From an optimization exercise on the open Yosys and OpenROAD flow, aimed at small area; shortcuts taken in it are not production practice.
In this exercise RTL edits were held to simulation tests only and were not proved equivalent to the original.
Power and IR drop assume default switching activity.

## flow/config.mk

```make
export PLATFORM = sky130hd
export DESIGN_NAME = cie_cpu
export DESIGN_NICKNAME = cie_cpu
export VERILOG_FILES = /design/flow/design.v
export SDC_FILE = /design/flow/constraint.sdc
export NUM_CORES = 4
export LEC_CHECK = 0
export CAP_MARGIN = 20
export CORE_MARGIN = 2
export CORE_UTILIZATION = 35
export SLEW_MARGIN = 20
```

## flow/constraint.sdc

```tcl
create_clock -name core_clock -period 10.0 [get_ports {clk}]
set_input_delay 2.0000 -clock core_clock [delete_from_list [all_inputs] [get_ports {clk}]]
set_output_delay 2.0000 -clock core_clock [all_outputs]
set_load 0.01 [all_outputs]
```

## flow/design.v

```verilog
module cie_cpu (
    input  wire        clk,
    input  wire        rst,           
    output wire        mem_req,
    output wire        mem_we,
    output wire [15:0] mem_addr,
    output wire [15:0] mem_wdata,
    input  wire        mem_ready,
    input  wire [15:0] mem_rdata,
    output wire        in_ready,
    input  wire        in_valid,
    input  wire [15:0] in_data,
    output wire        out_valid,
    output wire [15:0] out_data,
    output wire        halted,
    output wire        err,
    output wire [15:0] err_word,
    output wire [15:0] acc,
    output wire [15:0] ix,
    output wire [15:0] pc,
    output wire        flag_e,
    output wire        alu_z,
    output wire        alu_n,
    output wire        alu_c,
    output wire        alu_v
);
    localparam [1:0] PH_FETCH   = 2'd0,
                     PH_DECODE  = 2'd1,
                     PH_EXECUTE = 2'd2,
                     PH_HALT    = 2'd3;
    localparam [2:0] OP_ADD = 3'd0, OP_SUB = 3'd1, OP_CMP = 3'd2, OP_AND = 3'd3,
                     OP_OR  = 3'd4, OP_XOR = 3'd5, OP_LSL = 3'd6, OP_LSR = 3'd7;
    reg [15:0] r_pc, r_mar, r_mdr, r_cir, r_acc, r_ix, r_operand;
    reg        r_e;
    reg        r_z, r_n, r_c, r_v;
    reg        r_err;
    reg [1:0]  phase;
    reg [2:0]  k;
    wire [7:0] opc  = r_cir[15:8];
    wire       lng  = opc[7];
    wire [6:0] base = opc[6:0];
    reg base_known;       
    reg has_long;         
    always @(*) begin
        base_known = (base >= 7'h01) && (base <= 7'h20);
        has_long   = base_known && (base != 7'h06) && !(base >= 7'h0C && base <= 7'h0F)
                     && (base < 7'h1E);
    end
    wire opc_valid = lng ? has_long : base_known;
    wire is_ldm  = (base == 7'h01);
    wire is_ldd  = (base == 7'h02);
    wire is_ldi  = (base == 7'h03);
    wire is_ldx  = (base == 7'h04);
    wire is_ldr  = (base == 7'h05);
    wire is_mov  = (base == 7'h06);
    wire is_sto  = (base == 7'h07);
    wire is_inca = (base == 7'h0C);
    wire is_incx = (base == 7'h0D);
    wire is_deca = (base == 7'h0E);
    wire is_decx = (base == 7'h0F);
    wire is_jmp  = (base == 7'h10);
    wire is_cmi  = (base == 7'h13);
    wire is_jpe  = (base == 7'h14);
    wire is_jpn  = (base == 7'h15);
    wire is_in   = (base == 7'h1E);
    wire is_out  = (base == 7'h1F);
    wire is_end  = (base == 7'h20);
    reg       alu_inst;
    reg       alu_direct;    
    reg [2:0] alu_op;
    always @(*) begin
        alu_inst   = 1'b1;
        alu_direct = 1'b0;
        alu_op     = OP_ADD;
        case (base)
            7'h08: begin alu_op = OP_ADD; end
            7'h09: begin alu_op = OP_ADD; alu_direct = 1'b1; end
            7'h0A: begin alu_op = OP_SUB; end
            7'h0B: begin alu_op = OP_SUB; alu_direct = 1'b1; end
            7'h11: begin alu_op = OP_CMP; end
            7'h12: begin alu_op = OP_CMP; alu_direct = 1'b1; end
            7'h13: begin alu_op = OP_CMP; alu_direct = 1'b1; end    
            7'h16: begin alu_op = OP_AND; end
            7'h17: begin alu_op = OP_AND; alu_direct = 1'b1; end
            7'h18: begin alu_op = OP_OR;  end
            7'h19: begin alu_op = OP_OR;  alu_direct = 1'b1; end
            7'h1A: begin alu_op = OP_XOR; end
            7'h1B: begin alu_op = OP_XOR; alu_direct = 1'b1; end
            7'h1C: begin alu_op = OP_LSL; end
            7'h1D: begin alu_op = OP_LSR; end
            default: alu_inst = 1'b0;
        endcase
    end
    wire mem_load  = is_ldd || is_ldx || is_ldi || (alu_inst && alu_direct);
    wire indirect  = is_ldi || is_cmi;
    wire [2:0] last_k = is_sto ? 3'd2 : mem_load ? (indirect ? 3'd4 : 3'd2) : 3'd0;
    wire [15:0] alu_b = (alu_direct) ? r_mdr : r_operand;
    reg  [15:0] alu_res;
    reg         alu_cy, alu_ov;
    always @(*) begin
        alu_cy = 1'b0;
        alu_ov = 1'b0;
        case (alu_op)
            OP_ADD: begin
                {alu_cy, alu_res} = {1'b0, r_acc} + {1'b0, alu_b};
                alu_ov = (r_acc[15] == alu_b[15]) && (alu_res[15] != r_acc[15]);
            end
            OP_SUB, OP_CMP: begin
                alu_res = r_acc - alu_b;
                alu_cy  = (r_acc < alu_b);
                alu_ov  = (r_acc[15] != alu_b[15]) && (alu_res[15] != r_acc[15]);
            end
            OP_AND:  alu_res = r_acc & alu_b;
            OP_OR:   alu_res = r_acc | alu_b;
            OP_XOR:  alu_res = r_acc ^ alu_b;
            OP_LSL:  alu_res = r_acc << alu_b;
            default: alu_res = r_acc >> alu_b;
        endcase
    end
    wire in_exec   = (phase == PH_EXECUTE);
    wire rd_fetch  = (phase == PH_FETCH)  && (k == 3'd1);
    wire rd_opnd   = (phase == PH_DECODE) && (k == 3'd2);
    wire rd_exec   = in_exec && mem_load && ((k == 3'd1) || (indirect && k == 3'd3));
    wire wr_exec   = in_exec && is_sto && (k == 3'd2);
    assign mem_req   = rd_fetch || rd_opnd || rd_exec || wr_exec;
    assign mem_we    = wr_exec;
    assign mem_addr  = r_mar;
    assign mem_wdata = r_mdr;
    assign in_ready  = in_exec && is_in;
    assign out_valid = in_exec && is_out;
    assign out_data  = r_acc;
    always @(posedge clk) begin
        if (rst) begin
            r_pc      <= 16'd0;
            r_mar     <= 16'd0;
            r_mdr     <= 16'd0;
            r_cir     <= 16'd0;
            r_acc     <= 16'd0;
            r_ix      <= 16'd0;
            r_operand <= 16'd0;
            r_e       <= 1'b0;
            r_z       <= 1'b0;
            r_n       <= 1'b0;
            r_c       <= 1'b0;
            r_v       <= 1'b0;
            r_err     <= 1'b0;
            phase     <= PH_FETCH;
            k         <= 3'd0;
        end else begin
            case (phase)
                PH_FETCH: begin
                    case (k)
                        3'd0: begin r_mar <= r_pc; k <= 3'd1; end
                        3'd1: if (mem_ready) begin r_mdr <= mem_rdata; k <= 3'd2; end
                        3'd2: begin r_pc <= r_pc + 16'd1; k <= 3'd3; end
                        default: begin r_cir <= r_mdr; phase <= PH_DECODE; k <= 3'd0; end
                    endcase
                end
                PH_DECODE: begin
                    case (k)
                        3'd0: begin
                            if (!opc_valid) begin
                                r_err <= 1'b1;
                                phase <= PH_HALT;
                            end else if (lng) begin
                                k <= 3'd1;
                            end else begin
                                r_operand <= {8'd0, r_cir[7:0]};
                                phase     <= PH_EXECUTE;
                                k         <= 3'd0;
                            end
                        end
                        3'd1: begin r_mar <= r_pc; k <= 3'd2; end
                        3'd2: if (mem_ready) begin r_mdr <= mem_rdata; k <= 3'd3; end
                        3'd3: begin r_pc <= r_pc + 16'd1; k <= 3'd4; end
                        default: begin r_operand <= r_mdr; phase <= PH_EXECUTE; k <= 3'd0; end
                    endcase
                end
                PH_EXECUTE: begin
                    if (is_sto) begin
                        case (k)
                            3'd0: r_mar <= r_operand;
                            3'd1: r_mdr <= r_acc;
                            default: ;                       
                        endcase
                    end else if (mem_load) begin
                        case (k)
                            3'd0: r_mar <= is_ldx ? (r_operand + r_ix) : r_operand;
                            3'd1, 3'd3: if (mem_ready) r_mdr <= mem_rdata;
                            3'd2: if (indirect) r_mar <= r_mdr;
                            default: ;
                        endcase
                    end
                    if (k == last_k) begin
                        if (alu_inst) begin
                            r_z <= (alu_res == 16'd0);
                            r_n <= alu_res[15];
                            r_c <= alu_cy;
                            r_v <= alu_ov;
                            if (alu_op == OP_CMP)
                                r_e <= (r_acc == alu_b);
                            else
                                r_acc <= alu_res;
                        end
                        if (is_ldm)             r_acc <= r_operand;
                        if (is_ldd || is_ldx || is_ldi) r_acc <= r_mdr;
                        if (is_ldr)             r_ix  <= r_operand;
                        if (is_mov)             r_ix  <= r_acc;
                        if (is_inca)            r_acc <= r_acc + 16'd1;
                        if (is_deca)            r_acc <= r_acc - 16'd1;
                        if (is_incx)            r_ix  <= r_ix + 16'd1;
                        if (is_decx)            r_ix  <= r_ix - 16'd1;
                        if (is_jmp || (is_jpe && r_e) || (is_jpn && !r_e))
                            r_pc <= r_operand;
                        if (is_in && in_valid)  r_acc <= in_data;
                    end
                    if ((mem_req && !mem_ready) || (is_in && !in_valid)) begin
                    end else if (k == last_k) begin
                        phase <= is_end ? PH_HALT : PH_FETCH;
                        k     <= 3'd0;
                    end else begin
                        k <= k + 3'd1;
                    end
                end
                default: ;   
            endcase
        end
    end
    assign halted   = (phase == PH_HALT);
    assign err      = r_err;
    assign err_word = r_cir;
    assign acc      = r_acc;
    assign ix       = r_ix;
    assign pc       = r_pc;
    assign flag_e   = r_e;
    assign alu_z    = r_z;
    assign alu_n    = r_n;
    assign alu_c    = r_c;
    assign alu_v    = r_v;
endmodule
```

## flow/run.sh

```bash
#!/bin/bash
# synth_recipe.tcl (not shown) runs the flow's synth.tcl, then flattens the netlist and writes it again
# the make line also repeats each setting of config.mk as NAME=value (left out here)
make -C /OpenROAD-flow-scripts/flow DESIGN_CONFIG=/design/flow/config.mk WORK_HOME=/design/flow/orfs CLKGATE_MAP_FILE= SYNTH_SCRIPT=/design/flow/synth_recipe.tcl finish
```

==> notes.md <==
==> cells by family after synthesis <==
group / after synthesis / share of synthesized area
AND/OR/NAND/NOR: 806 / 0.270
AO/OA/AOI/OAI: 674 / 0.325
buffers and inverters: 252 / 0.0763
flip-flops: 128 / 0.184
adder cells (fa/ha/maj): 76 / 0.0693
multiplexers: 55 / 0.0426
XOR/XNOR: 52 / 0.0327
==> registers in the layout, summed over array words and instances (netlist names), 3 cells and up, named ones only <==
register / count
k: 3
r_pc: 16
r_mdr: 16
r_operand: 16
r_cir: 16
r_mar: 16
r_ix: 16
r_acc: 16
==> power by group through the flow <==
stage,clock [uW],combinational (uW),sequential (uW)
finish,693,1500,733
global route,722,1600,735
CTS,700,1460,724
detailed placement,0,1450,734
global placement,0,1450,732
floorplan,0,953,679
==> worst max path at each step <==
stage	startpoint	end	slack, ns	depth (start not counted)
3_5_place_dp	r_cir[13]	r_acc[14]	4.68	16
4_1_cts	r_cir[9]	mem_req	4.65	7
5_1_grt	r_cir[13]	r_acc[14]	4.30	16
3_3_place_gp	r_cir[13]	r_acc[14]	4.75	16
6_report	r_cir[13]	r_acc[14]	4.53	16
2_1_floorplan	r_cir[14]	r_acc[14]	5.50	19
==> synthesized netlist by cell type, types with 19 or more instances <==
cell and count:
a31oi_1 21, nor3_1 57, and3_1 28, xnor2_1 37
nand3_1 82, a21oi_1 195, ha_1 74, o22ai_1 20
dfxtp_1 128, nand3b_1 19, clkbuf_1 141, inv_1 60
mux2i_1 43, nand2_1 255, a22oi_1 25, a211oi_1 63
o21ai_0 122, nor2_1 240
==> critical path: cells and delay by family, from the launching register on <==
| kind | cells | cell delay, ns |
|---|---|---|
| adder cells (fa/ha/maj) | 1 | 0.49 |
| buffers and inverters | 3 | 0.97 |
| AND/OR/NAND/NOR | 1 | 0.42 |
| AO/OA/AOI/OAI | 11 | 3.03 |
| flip-flops | 1 | 0.45 |
==> layout make-up <==
cell class | instances | share of cell area
sequential | 128 | 0.156
inverter | 64 | 0.0148
clock buffer | 21 | 0.0275
timing repair buffer | 205 | 0.118
multi-input combinational | 1663 | 0.631
tap | 525 | 0.0401
clock inverter | 11 | 0.0114
==> metrics by stage <==
stage	power, uW	hold WS (ns)
4_1_cts	2880	0.458
5_1_grt	3050	0.482
3_5_place_dp	2180	0.450
3_3_place_gp	2180	0.447
6_report	2920	0.457
2_1_floorplan	1630	0.476
==> cell usage in the layout (no fill, tap or decap), drive strengths merged, types with 14 or more instances in the layout <==
cell           count
nor4              17
dfxtp            128
a21o              16
a221oi            15
nand3b            19
nand2            255
nand2b            15
a2111oi           18
nand3             82
mux2i             44
clkbuf            21
nor2             240
o22ai             21
a22oi             25
xnor2             37
nand4             15
a21oi            198
clkdlybuf4s50    157
nor3              57
xor2              15
and3              28
o211ai            17
inv               64
a311oi            18
ha                74
or3               16
a211oi            69
nor2b             14
buf               48
a31oi             21
o21ai            129
==> layer usage <==
| layer | vias up | routed length (um) | track usage |
|---|---|---|---|
| met2 | 1017 | 29700 | 0.497 |
| met5 | - | 0 | 0 |
| met3 | 185 | 5630 | 0.0425 |
| li1 | 7559 | - | - |
| met1 | 7882 | 26500 | 0.397 |
| met4 | 0 | 3490 | 0.164 |
==> results.sh <==
export IMPL_placedCellCount=2584
export IMPL_ys_types=102
export IMPL_core_area_mm2=0.0395
export IMPL_switching_share=0.470
export IMPL_pre_cts_ws_ns=4.68
export IMPL_dpl_cell_area_mm2=0.0157
export IMPL_antenna_left=0
export IMPL_synthCells=2043
export IMPL_r2r_start="r_cir[13]"
export IMPL_gp_congestion=1.01
export IMPL_post_drt_wl_per_cell_um=25.0
export IMPL_grt_pass1_vias=15200
export IMPL_cp_required_ns=10.35
export IMPL_power_density_mw_per_mm2=178
export IMPL_critPathMaxFanout=32
export IMPL_via_per_inst=6.36
export IMPL_critPathKind="reg2reg"
export IMPL_final_cell_count_no_fill=2617
export IMPL_hold_path_class="reg2reg"
export IMPL_ios=159
export IMPL_drt_iter0_drc=1928
export IMPL_report_final_slew_viol_count=0
export IMPL_tightest_slew_ns=0.972
export IMPL_clock_latency_ns=0.44
export IMPL_fmax_mhz=183
export IMPL_holdPathEnd="r_mar[7]"
export IMPL_status="finished clean"
export IMPL_cts_max_path_buffers=2
export IMPL_reg2regPathDepth=16
export IMPL_dp_hpwl_mm=48.4
export IMPL_die_h_um=204
export IMPL_p_clk_frac=0.237
export IMPL_fillCellCount=4123
export IMPL_cts_resized=0
export IMPL_cp_end_kind="flip-flop"
export IMPL_syn_to_final_growth_pct=17.5
export IMPL_die_area_mm2=0.0414
export IMPL_design_area_mm2=0.0164
export IMPL_crit_path_top_delay_cell="o21ai_0"
export IMPL_hold_buffers=0
export IMPL_port_buffers=158
export IMPL_syn_avg_cell_area_um2=6.82
export IMPL_drc_errors=0
export IMPL_p_leak_uw=0.00584
export IMPL_p_switching_uw=1370
export IMPL_p_int_uw=1550
export IMPL_vias=16600
export IMPL_diodes=0
export IMPL_async_flop_share=0
export IMPL_synth_seq_cells=128
export IMPL_synth_area_leaders="dfxtp_1, a21oi_1, nand2_1, ha_1, nor2_1"
export IMPL_ir_drop_v=0.000137
export IMPL_synth_edf_count=0
export IMPL_start_util=0.353
export IMPL_grt_total_usage=0.308
export IMPL_postCtsSetupBuffers=0
export IMPL_ys_warn_count=1
export IMPL_regArea_mm2=0.00256
export IMPL_cts_sinks=128
export IMPL_fin_skew_ns=0.0110
export IMPL_ff2ff_setup_slack_ns=4.53
export IMPL_syn_area_mm2=0.0139
export IMPL_maxCapViolations=0
export IMPL_seq_power_share=0.251
export IMPL_yosysTopAreaCell="dfxtp_1"
export IMPL_seq_area_frac_synth=0.184
export IMPL_dieWidth_um=204
export IMPL_drive_gt1_frac=0.0660
export IMPL_timing_final_ws_setup_ns=4.53
export IMPL_setup_viol_count_final=0
export IMPL_finalHoldViolCount=0
export IMPL_fin_crit_ns=5.47
export IMPL_yosysTopAreaCellShare=0.184
export IMPL_holdPathStages=2
export IMPL_rsz0062_at_grt="false"
export IMPL_nNetsFinal=2191
export IMPL_period_share=0.547
export IMPL_first_pass_iters=6
export IMPL_cts_buffers=17
export IMPL_clock_root_buffer="clkbuf_16"
export IMPL_multi_input_area_mm2=0.0103
export IMPL_startpoint_type="flip-flop"
export IMPL_h_tree_depth=4
export IMPL_grt_first_pass_wirelength_mm=97.4
export IMPL_worstHoldStart="r_mar[7]"
export IMPL_setup_tns_final_ns=0
export IMPL_routed_wl_mm=65.3
export IMPL_reg2reg_to="r_acc[14]"
export IMPL_crit_top_cell="buf_4"
export IMPL_ys_flop_type="dfxtp_1"
export IMPL_grt_max_degree=72
export IMPL_final_util=0.414
export IMPL_slew_headroom=0.351
export IMPL_clk_pin_slew_worst_paths_ns=0.06
export IMPL_synth_fp_nets=2155
export IMPL_cp_data_arrival_time_ns=5.82
export IMPL_cpPeakStageDelay_ns=0.54
export IMPL_cts_tree="done"
export IMPL_pwr_share_comb=0.512
export IMPL_antenna_found_initial=0
export IMPL_rows=73
export IMPL_grt_ovfl_total=0
export IMPL_cp_cell_sequence="or3b_1, buf_4, a21oi_4, buf_4, inv_2, ha_1, a211oi_1, o21ai_0, a41oi_1, o31a_1, o31ai_1, a21oi_1, o311ai_2, o21ai_1, a221o_1, a221oi_2"

[separate check: timing with driven ports]
The results above use ideal ports. As a check the final layout listed here was re-extracted and re-timed, cells and wires unchanged. Step 1: set_driving_cell puts a clkbuf_16 on clk and a buf_2 on each other input, an assumption about the parent block. Step 2 also shifts input and output timing later by t, the mid clock arrival at the registers, as if the neighbouring blocks saw the same clock. a / b / c = no drivers / after step 1 / after step 2; a / b = the first two.
shift t [ns]: 0.482
setup WS [ns]: 4.530 / 4.502 / 4.530
worst setup path after step 2: register to register
slew at the worst register clock pin (ns): 0.06 / 0.06
worst data-port slew with drivers (ns): 0.05
After both steps setup and hold are still met in this run. The setup slack of this run moves by -0.028 ns with the drivers and by 0.000 ns with both steps.
